Source: an optimization exercise on an open RTL-to-GDS flow (aim: a short achievable clock period and few clock cycles). Production flows keep margins and buffers that such runs may drop. The RTL was checked by simulation tests, not by an equivalence proof against the original design. No activity file was given, so power comes from the tool's default toggle rates.

**flow/config.mk**
```make
export PLATFORM = sky130hd
export DESIGN_NAME = lerc2_bs_stream
export DESIGN_NICKNAME = lerc2_bs_stream
export VERILOG_FILES = /design/flow/design.v
export SDC_FILE = /design/flow/constraint.sdc
export NUM_CORES = 4
export LEC_CHECK = 0
export CAP_MARGIN = 20
export CORE_MARGIN = 2
export CORE_UTILIZATION = 40
export PLACE_DENSITY = 0.6
export SLEW_MARGIN = 20
```
**flow/constraint.sdc**
```tcl
create_clock -name core_clock -period 9.0 [get_ports {clk}]
set_input_delay 1.8000 -clock core_clock [delete_from_list [all_inputs] [get_ports {clk}]]
set_output_delay 1.8000 -clock core_clock [all_outputs]
set_load 0.01 [all_outputs]
```
**flow/design.v**
```verilog
module lerc2_bs_stream (
    input  wire        clk,
    input  wire        rst,
    input  wire        start,
    output wire        start_ready,
    input  wire [31:0] total,
    input  wire [31:0] len,
    input  wire        in_valid,
    output wire        in_ready,
    input  wire [31:0] in_data,
    output wire        code_valid,
    input  wire        code_ready,
    output wire [31:0] code_data,
    output reg         done,
    output reg  [1:0]  err,
    output reg  [7:0]  err_arg
);
    localparam [1:0] E_OK = 2'd0, E_TRUNC = 2'd1, E_WIDTH = 2'd2, E_FIELD = 2'd3;
    localparam [2:0] S_IDLE  = 3'd0,
                     S_HW    = 3'd1,    
                     S_HC    = 3'd2,    
                     S_HK    = 3'd3,    
                     S_CHK   = 3'd4,    
                     S_DATA  = 3'd5;    
    reg [2:0]  state;
    reg [31:0] total_r;
    reg [31:0] cp;           
    reg [31:0] rem;          
    reg [31:0] unfetched;    
    reg [31:0] wreg;
    reg [2:0]  wbytes;       
    wire       byte_avail = (wbytes != 3'd0);
    wire [7:0] byte_data  = wreg[7:0];
    wire       byte_take;
    reg [5:0]  bw;           
    reg [31:0] bc;           
    reg [31:0] bk;           
    reg [1:0]  hidx;         
    reg [31:0] blk_left;     
    reg [34:0] blk_bytes;    
    reg [39:0] bbuf;
    reg [5:0]  bcnt;
    wire hdr_take  = byte_avail &&
                     ((state == S_HW && rem != 32'd0) ||
                      (state == S_HC && !(hidx == 2'd0 && rem < 32'd4)) ||
                      (state == S_HK && !(hidx == 2'd0 && rem < 32'd4)));
    wire data_load = (state == S_DATA) && (bw != 6'd0) && byte_avail &&
                     (blk_bytes != 35'd0) && (bcnt <= 6'd32);
    assign byte_take = hdr_take || data_load;
    wire [39:0] shifted = bbuf >> (bcnt - bw);
    wire [32:0] wmask   = ({1'b0, 32'hFFFF_FFFF} >> (6'd32 - bw));
    assign code_data  = (bw == 6'd0) ? bk : (shifted[31:0] & wmask[31:0]);
    assign code_valid = (state == S_DATA) && ((bw == 6'd0) || (bcnt >= bw));
    wire code_fire = code_valid && code_ready;
    assign start_ready = (state == S_IDLE);
    assign in_ready = (state != S_IDLE) && (unfetched != 32'd0) &&
                      ((wbytes == 3'd0) || (wbytes == 3'd1 && byte_take));
    wire in_fire = in_valid && in_ready;
    wire [37:0] blk_bits  = bc * bw;
    wire [32:0] cp_after  = {1'b0, cp} + {1'b0, bc};
    wire [34:0] rem_bits  = {rem, 3'b000};
    always @(posedge clk) begin
        if (rst) begin
            state     <= S_IDLE;
            total_r   <= 32'd0;
            cp        <= 32'd0;
            rem       <= 32'd0;
            unfetched <= 32'd0;
            wreg      <= 32'd0;
            wbytes    <= 3'd0;
            bw        <= 6'd0;
            bc        <= 32'd0;
            bk        <= 32'd0;
            hidx      <= 2'd0;
            blk_left  <= 32'd0;
            blk_bytes <= 35'd0;
            bbuf      <= 40'd0;
            bcnt      <= 6'd0;
            done      <= 1'b0;
            err       <= E_OK;
            err_arg   <= 8'd0;
        end else begin
            done <= 1'b0;
            if (in_fire) begin
                wreg      <= in_data;
                wbytes    <= (unfetched >= 32'd4) ? 3'd4 : unfetched[2:0];
                unfetched <= (unfetched >= 32'd4) ? unfetched - 32'd4 : 32'd0;
            end else if (byte_take) begin
                wreg   <= {8'd0, wreg[31:8]};
                wbytes <= wbytes - 3'd1;
            end
            if (byte_take)
                rem <= rem - 32'd1;
            case (state)
            S_IDLE: begin
                if (start) begin
                    total_r   <= total;
                    cp        <= 32'd0;
                    rem       <= len;
                    unfetched <= len;
                    wbytes    <= 3'd0;
                    bcnt      <= 6'd0;
                    if (total == 32'd0) begin
                        done    <= 1'b1;
                        err     <= E_OK;
                        err_arg <= 8'd0;
                    end else begin
                        state <= S_HW;
                    end
                end
            end
            S_HW: begin
                if (rem == 32'd0) begin
                    done    <= 1'b1;
                    err     <= E_TRUNC;
                    err_arg <= 8'd0;
                    state   <= S_IDLE;
                end else if (byte_avail) begin
                    if (byte_data > 8'd32) begin
                        done    <= 1'b1;
                        err     <= E_WIDTH;
                        err_arg <= byte_data;
                        state   <= S_IDLE;
                    end else begin
                        bw    <= byte_data[5:0];
                        hidx  <= 2'd0;
                        state <= S_HC;
                    end
                end
            end
            S_HC: begin
                if (hidx == 2'd0 && rem < 32'd4) begin
                    done    <= 1'b1;
                    err     <= E_TRUNC;
                    err_arg <= 8'd0;
                    state   <= S_IDLE;
                end else if (byte_avail) begin
                    bc   <= {byte_data, bc[31:8]};
                    hidx <= hidx + 2'd1;
                    if (hidx == 2'd3) begin
                        if ({byte_data, bc[31:8]} == 32'd0) begin
                            done    <= 1'b1;
                            err     <= E_FIELD;
                            err_arg <= 8'd13;
                            state   <= S_IDLE;
                        end else if (bw == 6'd0) begin
                            state <= S_HK;
                        end else begin
                            bk    <= 32'd0;
                            state <= S_CHK;
                        end
                    end
                end
            end
            S_HK: begin
                if (hidx == 2'd0 && rem < 32'd4) begin
                    done    <= 1'b1;
                    err     <= E_TRUNC;
                    err_arg <= 8'd0;
                    state   <= S_IDLE;
                end else if (byte_avail) begin
                    bk   <= {byte_data, bk[31:8]};
                    hidx <= hidx + 2'd1;
                    if (hidx == 2'd3)
                        state <= S_CHK;
                end
            end
            S_CHK: begin
                if (cp_after > {1'b0, total_r}) begin
                    done    <= 1'b1;
                    err     <= E_FIELD;
                    err_arg <= 8'd13;
                    state   <= S_IDLE;
                end else if ({1'b0, blk_bits} > {4'd0, rem_bits}) begin
                    done    <= 1'b1;
                    err     <= E_TRUNC;
                    err_arg <= 8'd0;
                    state   <= S_IDLE;
                end else begin
                    blk_left  <= bc;
                    blk_bytes <= (blk_bits + 38'd7) >> 3;
                    bcnt      <= 6'd0;
                    state     <= S_DATA;
                end
            end
            S_DATA: begin
                if (data_load) begin
                    blk_bytes <= blk_bytes - 35'd1;
                    bbuf      <= {bbuf[31:0], byte_data};
                end
                if (code_fire) begin
                    cp       <= cp + 32'd1;
                    blk_left <= blk_left - 32'd1;
                    if (blk_left == 32'd1) begin
                        bcnt <= 6'd0;
                        if (cp + 32'd1 == total_r) begin
                            done    <= 1'b1;
                            err     <= E_OK;
                            err_arg <= 8'd0;
                            state   <= S_IDLE;
                        end else begin
                            state <= S_HW;
                        end
                    end else begin
                        bcnt <= bcnt + (data_load ? 6'd8 : 6'd0) - bw;
                    end
                end else if (data_load) begin
                    bcnt <= bcnt + 6'd8;
                end
            end
            default: state <= S_IDLE;
            endcase
        end
    end
endmodule
```
**flow/run.sh**
```bash
#!/bin/bash
# synth_recipe.tcl (not shown) runs the flow's synth.tcl, then flattens the netlist and writes it again
# the make line also repeats each setting of config.mk as NAME=value (left out here)
make -C /OpenROAD-flow-scripts/flow DESIGN_CONFIG=/design/flow/config.mk WORK_HOME=/design/flow/orfs CLKGATE_MAP_FILE= SYNTH_SCRIPT=/design/flow/synth_recipe.tcl finish
```
==> summary.md <==
| Metric | Value |
|---|---|
| Chip width | 284.1 µm |
| Worst-path clk slew | 60 ps |
| Flop pwr share | 34.9% |
| Clock insertion delay at the later pin of the skew report | just over 600 ps |
| CP arrival | 8710 ps |
| IO Pins | between 100 and 150 |
| Fin cells | around 5.2k |
| Final HPWL DP | around 72,000 µm |
| Setup Fix Bufs, Post-CTS | 0 |
| CP Launch Point | bw[1]$_SDFFE_PP0P_ |
| Num CTS Buffers | 45 |
| Detailed Routing Iterations Pass 1 | 5 |
| WHS Path Cells | 2 |
| Int Power | roughly 3600 µW |
| CTS resizes | 0 |
| NumNets Final | 4,565 |
| Layout cells sized above 1 | between 5 and 6% |
| Mean Syn Cell Area | between 7 and 8 µm² |
| Starting Density | between 40% and 50% |
| CTS Buffer Depth | 3 |
| Post-synth EDFFs | 0 |
| RSZ-0062 raised after global routing | no |
| Final Max Slew Viols | 0 |
| RR Startpoint | bw[1]$_SDFFE_PP0P_ |
| Status | complete, no violations |
| Clk network pwr share | about 33% |
| Compound-Gate Fraction of Synth Area | a little over 20% |
| Most common cell after layout, fill and taps aside | nand2_1 |
| Setup TNS | 0 ps |
| Commonest non-fill, non-tap cells in the layout | nand2_1 (549), dfxtp_1 (361), a21oi_1 (355) |
| Synth Area in XOR/XNOR | ~4.5% |
| Antenna Nets Post-Route | 0 |
| Worst hold path class | reg2reg |
| CTS Sinks | 362 |
| RePlAce Congestion | slightly above 0.9 |
| Drt total wl | 97,260 µm |
| Root Driver | clkbuf_16 |
| Antenna violations before repair | 3 |
| Min cycle time layout | slightly above 8000 ps |
| Seq cells post-synth | between 300 and 400 |
| Startpoint Class | flop |
| CTS tree | built |
| Wire per inst | 18.56 µm |
| Max IR drop VDD | between 200 and 250 µV |
| IO Port Bufs | 146 |
| Syn_nets | between 4k and 5k |
| Placed cell count | roughly 5.2k |
| Logic gate share of total power | about a third |
| Die height | around 280 µm |
| Kind of critical path | reg2reg |
| Core box area | 77,590 µm² |
| Fill count | 8,024 |
| Register-to-Register Path Depth | 25 |
| Final hold violation count | 0 |
| Synth Area in Simple Gates | about 25% |
| Vias in the first global route | about 28k |
| Top FF cell, synth | dfxtp_1 |
| DR vias/cell | between 5 and 6 |
| DRC viols | 0 |
| Via total after detailed routing | 29.65k |
| H-tree Lvls | 2 |
| Synth cell types | between 90 and 100 |
| Max_cap viols | 0 |
| Row cnt | between 100 and 150 |
| Adder-Cell Fraction of Synth Area | 14.88% |
| Mux contribution to synthesized area | approximately 5.3% |
| Mapped Cells | 4,181 |
| GRT Overall Usage | a little under a quarter |
| Critical path fanouts, max | 23 |
| Post-layout util | 45.37% |
| Seq/Total Area, Yosys | 23.09% |
| Largest family of logic cells by synthesized area | simple AND/OR/NAND/NOR gates |
| Power per standard cell area | roughly 160 nW/µm² |
| Post-Synthesis Cell Area | around 31,000 µm² |
| Synth async-reset ratio | 0% |
| Leakage | about 0.015 µW |
| DR iter-0 viols | between 2k and 2.5k |
| Ant diodes | 0 |
| Gr ovfl total | 0 |
| Die area | about 81,000 µm² |
| Worst endpoint required time | 9500 ps |
| Worst-Margin Slew | between 900 and 1000 ps |
| Sw Pwr | between 2000 and 2500 µW |
| Hold-fix buffers at CTS | 0 |
| Yosys warns | 1 |
| Max Clk Rate | around 0.12 GHz |
| Syn-to-layout area delta | 12.18% |
| Hold wc startpoint | bk[0]$_SDFFE_PP0P_ |
| Crit. End Element | flop |
| Final Cycle Share | about 91% |
| First-pass GRT wire length | between 150,000 and 200,000 µm |
| Clk_skew | between 40 and 50 ps |
| Worst slew margin | between 30% and 40% |
| Setup violations, final | 0 |
| Sw Share | 38.34% |
| Largest net degree at the start of global routing | roughly 180 |
routing by layer:
| layer | GRT usage [%] | share of wire, % |
|---|---|---|
| met1 | 33.15 | 47 |
| met2 | 37.25 | 45 |
| met3 | 3.403 | 5.7 |
| met4 | 6.947 | 2.8 |
| met5 | 0 | 0 |
synthesized netlist by cell type (13+ instances only):
cell	number	area, µm²
o22ai_1	14	87.58
or2_2	18	112.6
o211ai_1	17	127.6
o31ai_1	17	127.6
and3_1	41	256.5
mux2i_1	150	1501
or3_1	36	225.2
inv_1	292	1096
dfxtp_1	362	7247
clkbuf_1	220	825.8
a31oi_1	29	181.4
nand4_1	54	337.8
nor4_1	61	381.6
xor2_1	48	420.4
and4_1	18	157.7
nand3_1	143	715.7
nand2b_1	21	131.4
nor2b_1	21	131.4
and2_1	156	975.9
a211oi_1	109	818.3
a221oi_1	21	183.9
a21oi_1	355	1777
mux2_2	13	146.4
buf_1	15	56.30
xnor2_1	115	1007
nor2_1	322	1209
fa_1	127	2542
nand2_1	551	2068
buf_2	25	125.1
o21a_1	27	202.7
ha_1	170	2127
nor3_1	111	555.5
o21ai_0	243	1216
a21o_1	43	322.8
a22o_1	24	210.2
registers in the layout, summed over array words and instances, names as in the netlist, 8 cells and up:
signal	cells
bk	32
blk_bytes	35
bc	32
blk_left	32
rem	32
bbuf	40
unfetched	32
err_arg	8
total_r	32
cp	32
wreg	32
critical path: stages, from the launching register on:
cell,delay [ps]
dfxtp_1,780
buf_4,330
nand2_1,100
fa_1,550
fa_1,440
fa_1,550
inv_1,40
ha_1,380
a21oi_1,290
o211ai_1,130
a41oi_1,360
o21ai_0,220
a2111oi_0,580
nor3_1,120
nor3b_1,300
inv_1,140
ha_1,220
nor2_1,90
o21ai_0,120
a2111oi_0,420
a31oi_1,170
nor3_1,180
nand3b_1,280
or2_2,420
nand3_1,490
mux2_2,410
metrics by stage:
stage          power [µW]  hold slack [ps]  setup WS [ps]  instance area (µm²)
3_5_place_dp         3909            449.1          804.2                33640
4_1_cts              5816            457.7          794.8                35180
5_1_grt              6133            480.3         0.5818                35210
3_3_place_gp         3899            441.1          884.2                33640
6_report             5808            456.0          784.6                35210
2_1_floorplan        3293            431.3           1974                31380
cells by family (layout without fill, tap and decap cells):
kind of cell / count (synthesis) / count (layout)
AO/OA/AOI/OAI: 1035 / 1035
XOR/XNOR: 163 / 163
adder cells (fa/ha/maj): 297 / 297
buffers and inverters: 557 / 576
flip-flops: 362 / 362
multiplexers: 163 / 163
AND/OR/NAND/NOR: 1604 / 1604
power by group through the flow:
| stage | Clock [µW] | Sequential, µW | Combinational (µW) |
|---|---|---|---|
| floorplan | 0 | 1940 | 1350 |
| global placement | 0 | 2050 | 1850 |
| detailed placement | 0 | 2050 | 1860 |
| CTS | 1930 | 2020 | 1870 |
| global route | 1990 | 2050 | 2090 |
| finish | 1890 | 2020 | 1890 |
final timing paths:
| path | endpoint | slack [ps] |
|---|---|---|
| setup / recovery | err[1]$_SDFFE_PP0P_ | 780 |
| hold / removal | bk[0]$_SDFFE_PP0P_ | 460 |
| setup reg to reg | err[1]$_SDFFE_PP0P_ | 780 |
| hold reg to reg | bk[0]$_SDFFE_PP0P_ | 460 |
cell type report:
cell class / count / area, µm² / share of cell area (%)
Multi-Input combinational cell: 3262 / 22120 / 62.83
Sequential cell: 362 / 7248 / 20.59
Timing Repair Buffer: 202 / 1899 / 5.395
Tap cell: 1040 / 1301 / 3.696
Clock buffer: 61 / 1296 / 3.682
Inverter: 294 / 1104 / 3.135
Clock inverter: 19 / 237.7 / 0.6753
Testbench counts, summed over its fixed seeds: cycles 49,063.

what the ideal ports hide:
The results above use ideal ports. As a check the final layout listed here was re-extracted and re-timed, cells and wires unchanged. Step 1 sets driving cells, clkbuf_16 on the clock port and buf_2 on the other inputs (assumed; they add their load-dependent delay and slew). Step 2 also shifts input and output timing later by t, the mid clock arrival at the registers, as if the neighbouring blocks saw the same clock. Slacks: ideal ports / drivers / drivers and shift; pairs: ideal ports / drivers.
t, ns: 0.655
slack for setup (ns): 0.785 / 0.785 / 0.785
worst register clock-pin slew, ns: 0.07 / 0.07
pins driven straight from the clock port: 1
After both steps this run still meets setup and hold. For this run, drivers alone change the setup slack by 0.000 ns; drivers and shift together by 0.000 ns.
